Context: an optimization exercise on an open-source flow, tuned for small area, a short achievable clock period and few clock cycles. The choices shown serve that exercise and are no tape-out recipe.
Function was checked by simulation only, so behaviour that the tests miss may differ from the original.
No activity file was given, so power comes from the tool's default toggle rates.

// dcpc
module dcpc (
    input  wire        clk,
    input  wire        rst,      
    input  wire        req,
    input  wire        we,
    input  wire        wide,     
    input  wire [15:0] addr,
    input  wire [31:0] wdata,
    output wire        ack,
    output wire        err,
    output wire [31:0] rdata
);
Size: about 8,400 cells after synthesis, about 2,700 flip-flops, ~87 I/O pins, about 110,000 µm² of cells after synthesis.
clock: 10.0 ns
lec_check: 0
cap_margin: 20
core_margin: 2
core_utilization: 40
cts_buf_list: sky130_fd_sc_hd__clkbuf_4 sky130_fd_sc_hd__clkbuf_8
place_density: 0.6
setup_slack_margin: 4.0
slew_margin: 20
standard.sh (not shown) runs the stock make flow with config.mk's settings and CLKGATE_MAP_FILE= SYNTH_SCRIPT=/design/flow/synth_recipe.tcl, a recipe that flattens the netlist after the stock synthesis.
==> flow/flow/run.sh <==
#!/bin/bash
# The standard layout (the standard.sh, standard synthesis included), with
# the port buffers made as sky130_fd_sc_hd__buf_4 instead of the smallest
# buffer, so that the paths from the inputs to the outputs start and end on
# a faster buffer. Every port is still buffered.
set -euo pipefail
bash standard.sh 'BUFFER_PORTS_ARGS=-buffer_cell sky130_fd_sc_hd__buf_4' finish > run_make.log 2>&1
The baseline finished clean.
Testbench counts at the start, summed over its fixed seeds: cycles 27,169.
Edit:
--- a/flow/design.v
+++ b/flow/design.v
@@ -160,18 +160,17 @@
             pa_seq = 10'h0C0;
         else if (pa[9] || pa[8] || pa[7])
             pa_seq = {pa[9:6], pa_wi};
         else
             pa_seq = {pa[9:7], pa_ri, pa[1:0]};
     end
     wire st_chg;
-    wire [9:0] sa = rd_wait1 ? pa : pa_seq;
+    wire [9:0] sa = rd_adv ? pa_seq : pa;
     wire st_fwd = (req && idle && we) || busy_cp;    
-    wire rd_keep = !rd_adv && !rd_wait1;             
-    wire [9:0] pa_n = rd_miss ? a_key : st_fwd ? 10'h004 : rd_adv ? pa_seq : pa;
+    wire [9:0] pa_n = rd_miss ? a_key : st_fwd ? 10'h004 : sa;
     reg [7:0] txb;
     always @* begin
         case (sa[5:0])
             6'd0:  txb = tx_flash ? tx_dst[47:40] : 8'h01;
             6'd1:  txb = tx_flash ? tx_dst[39:32] : 8'h0E;
             6'd2:  txb = tx_flash ? tx_dst[31:24] : 8'hCF;
             6'd3:  txb = tx_flash ? tx_dst[23:16] : 8'h00;
@@ -242,16 +241,14 @@
         rd_n = 32'd0;
         if (sa[9])
             rd_n[7:0] = txb;
         else if (sa[7])
             rd_n[7:0] = sa[6] ? vd_rd : nm_rd;
         else
             rd_n = reg_rd;
-        if (rd_keep)
-            rd_n = rd_q;
         if (busy_rd)                         
             rd_n = {24'd0, addr[0] ? w1 : w0};
         if (st_fwd)                          
             rd_n = {21'd0, st_ovr_n, st_vlan_n, st_valid_n, 3'd0, st_res_n};
     end
     assign rdata = rd_q;
     wire [47:0] v_dst    = {rx[0], rx[1], rx[2], rx[3], rx[4], rx[5]};
@@ -506,16 +503,15 @@
             busy_cp  <= 1'b1;
             cp_first <= 1'b1;
         end
         busy_rd  <= rx_rd;
         busy_rd2 <= busy_rd;
         pa       <= pa_n;
         rd_q     <= rd_n;
-        rd_fresh <= !rd_miss && !busy_rd && !(pa_n[8] && !pa_n[9])
-                    && (rd_fresh || !rd_keep || st_fwd);
+        rd_fresh <= !rd_miss && !busy_rd && !(pa_n[8] && !pa_n[9]);
         rd_wait1 <= rd_miss && !rx_rd;
         rd_wait  <= rd_wait1;
         cmd_wait <= req && idle && we && par_stall && !c_par;
         if (cmd_wr && (c_enc || c_val || c_par))
             last_cmd <= c_enc ? 2'd1 : c_val ? 2'd2 : 2'd3;
         if (rx_rd) begin
             ptr <= addr[6:1];
Result:
- The changed run ran to the end with no violations
- clock-buffer cell count is higher by 4
- total power rises by 5.3%
- area after synthesis rose by 0.56%
- final area grows by 0.79%
- sequential power stays flat
- die area is higher by 0.56%
- fmax stays flat
- global-route usage rose by 1.2 points
- register-to-register slack improved by 210 ps
- wire length increases by 4.1%
- via count climbs by 2.4%
- synthesized cell count grows by 0.81%
Testbench counts after the change, summed over its fixed seeds: cycles 27,169.

========
Another version of the RTL of dcpc (not shown whole).
Size in the first run: roughly 8300 cells after synthesis, roughly 2700 flip-flops, about 87 I/O pins.
## dcpc
module dcpc (
    input  wire        clk,
    input  wire        rst,      
    input  wire        req,
    input  wire        we,
    input  wire        wide,     
    input  wire [15:0] addr,
    input  wire [31:0] wdata,
    output wire        ack,
    output wire        err,
    output wire [31:0] rdata
);
==> flow/config.mk <==
export PLATFORM = sky130hd
export DESIGN_NAME = dcpc
export DESIGN_NICKNAME = dcpc
export VERILOG_FILES = /design/flow/design.v
export SDC_FILE = /design/flow/constraint.sdc
export NUM_CORES = 4
export LEC_CHECK = 0
export CAP_MARGIN = 20
export CORE_MARGIN = 2
export CORE_UTILIZATION = 40
export CTS_BUF_LIST = sky130_fd_sc_hd__clkbuf_4 sky130_fd_sc_hd__clkbuf_8
export PLACE_DENSITY = 0.6
export SETUP_SLACK_MARGIN = 4.0
export SLEW_MARGIN = 20
==> flow/constraint.sdc <==
create_clock -name core_clock -period 10.0 [get_ports {clk}]
set_input_delay 2.0000 -clock core_clock [delete_from_list [all_inputs] [get_ports {clk}]]
set_output_delay 2.0000 -clock core_clock [all_outputs]
set_load 0.01 [all_outputs]
Scripts as last shown in full above: flow/flow/run.sh
Testbench counts at the start, summed over its fixed seeds: cycles 27,308.
==> next run, changes <==
--- a/flow/design.v
+++ b/flow/design.v
@@ -70,14 +70,12 @@
     reg  [1:0]  ws;                  
     reg  [5:0]  w_nlen, w_vlen;      
     reg  [5:0]  n_hp, v_hp, id_hp, ip_hp;
     reg         id_p, ip_p;
     reg  [7:0]  w_role;
     reg         w_ovr;
-    reg         wph;                 
-    reg  [39:0] hdr;                 
     reg  [2:0]  job;                 
     reg  [2:0]  cnt;
     reg         cpl;                 
     reg         busy_cp;             
     reg         cp_first;            
     reg         busy_rd;             
@@ -290,14 +288,14 @@
         else if (v_dlen > {8'd0, v_avail})
             v_result = R_DLEN;
         else
             v_result = R_OK;
     end
     wire v_ok = (v_result == R_OK);
-    wire [15:0] k_key  = hdr[39:24];
-    wire [15:0] k_len  = hdr[23:8];
+    wire [15:0] k_key  = {w0, w1};
+    wire [15:0] k_len  = {w2, w3};
     wire        rem_gt4 = (rem > 7'd4);
     wire [5:0]  kh     = k_len[6:1];
     wire        kc     = k_len[0];
     wire [6:0]  rem_m4 = rem - 7'd4;
     wire [5:0]  q_ovr  = rem_m4[6:1];                   
     wire [6:0]  rem_m7 = rem - 7'd7;
@@ -418,20 +416,15 @@
                 w_nlen <= 6'd0;
                 w_vlen <= 6'd0;
                 id_p   <= 1'b0;
                 ip_p   <= 1'b0;
                 w_role <= 8'd0;
                 w_ovr  <= 1'b0;
-                wph    <= 1'b0;
                 ws     <= W_WALK;
             end
-            W_WALK: if (!wph) begin
-                hdr <= {w0, w1, w2, w3, w6};
-                wph <= 1'b1;
-            end else begin
-                wph <= 1'b0;
+            W_WALK: begin
                 if (!rem_gt4) begin
                     ws <= W_PARK;
                 end else if (k_ovr) begin
                     w_ovr <= 1'b1;
                     ws    <= W_PARK;
                 end else begin
@@ -445,13 +438,13 @@
                     end
                     if (k_key == 16'h0203 && k_len >= 16'd6) begin
                         id_p  <= 1'b1;
                         id_hp <= ptr + 6'd3;
                     end
                     if (k_key == 16'h0204 && k_len >= 16'd3)
-                        w_role <= hdr[7:0];
+                        w_role <= w6;
                     if (k_key == 16'h0102 && k_len >= 16'd14) begin
                         ip_p  <= 1'b1;
                         ip_hp <= ptr + 6'd2;
                     end
                     rem <= rem_n;
                     ptr <= ptr_n;
The changed run produced a clean layout.
Worst setup slack stays flat.
Area after synthesis goes down by 0.90%.
Sequential share of layout area is lower by 0.40 points.
Wire length came out higher by 0.37%.
Die area goes down by 0.90%.
Power stays flat.
Sequential power went down by about 3%.
Final cell count is higher by 0.43%.
Testbench counts after the change, summed over its fixed seeds: cycles 27,139.

## separate check: timing with driven ports
The flow's constraints put no driver on any port. The routed layouts listed below were extracted and timed again, unchanged, in two steps. Step 1 (the two cells are an assumption about what drives the block):
set clk [get_ports {clk}]
set_driving_cell -lib_cell sky130_fd_sc_hd__clkbuf_16 $clk
set_driving_cell -lib_cell sky130_fd_sc_hd__buf_2 [delete_from_list [all_inputs] $clk]
Step 2, shift: input delay + t, output delay - t, t = (earliest + latest rising clock arrival at the registers) / 2. This alone moves slack from input paths to output paths. Three values: no drivers, after step 1, after step 2; two values: the first two.
run	t, ns	setup WS [ns]	latest minus earliest clock arrival (ns)	worst slew at a driven data input, ns
the first run of note 1	1.167	3.853 / 3.853 / 3.523	0.076 / 0.077	0.20
the second run of note 1	1.163	3.845 / 3.853 / 2.689	0.095 / 0.095	0.15
the first run of note 2	1.143	3.912 / 3.912 / 3.484	0.097 / 0.097	0.16
the second run of note 2	1.138	3.914 / 3.914 / 3.414	0.102 / 0.102	0.25
After both steps setup and hold are still met in every run listed. For the second run of note 1, which loses most, drivers alone change the setup slack by +0.008 ns; drivers and shift together by -1.156 ns.
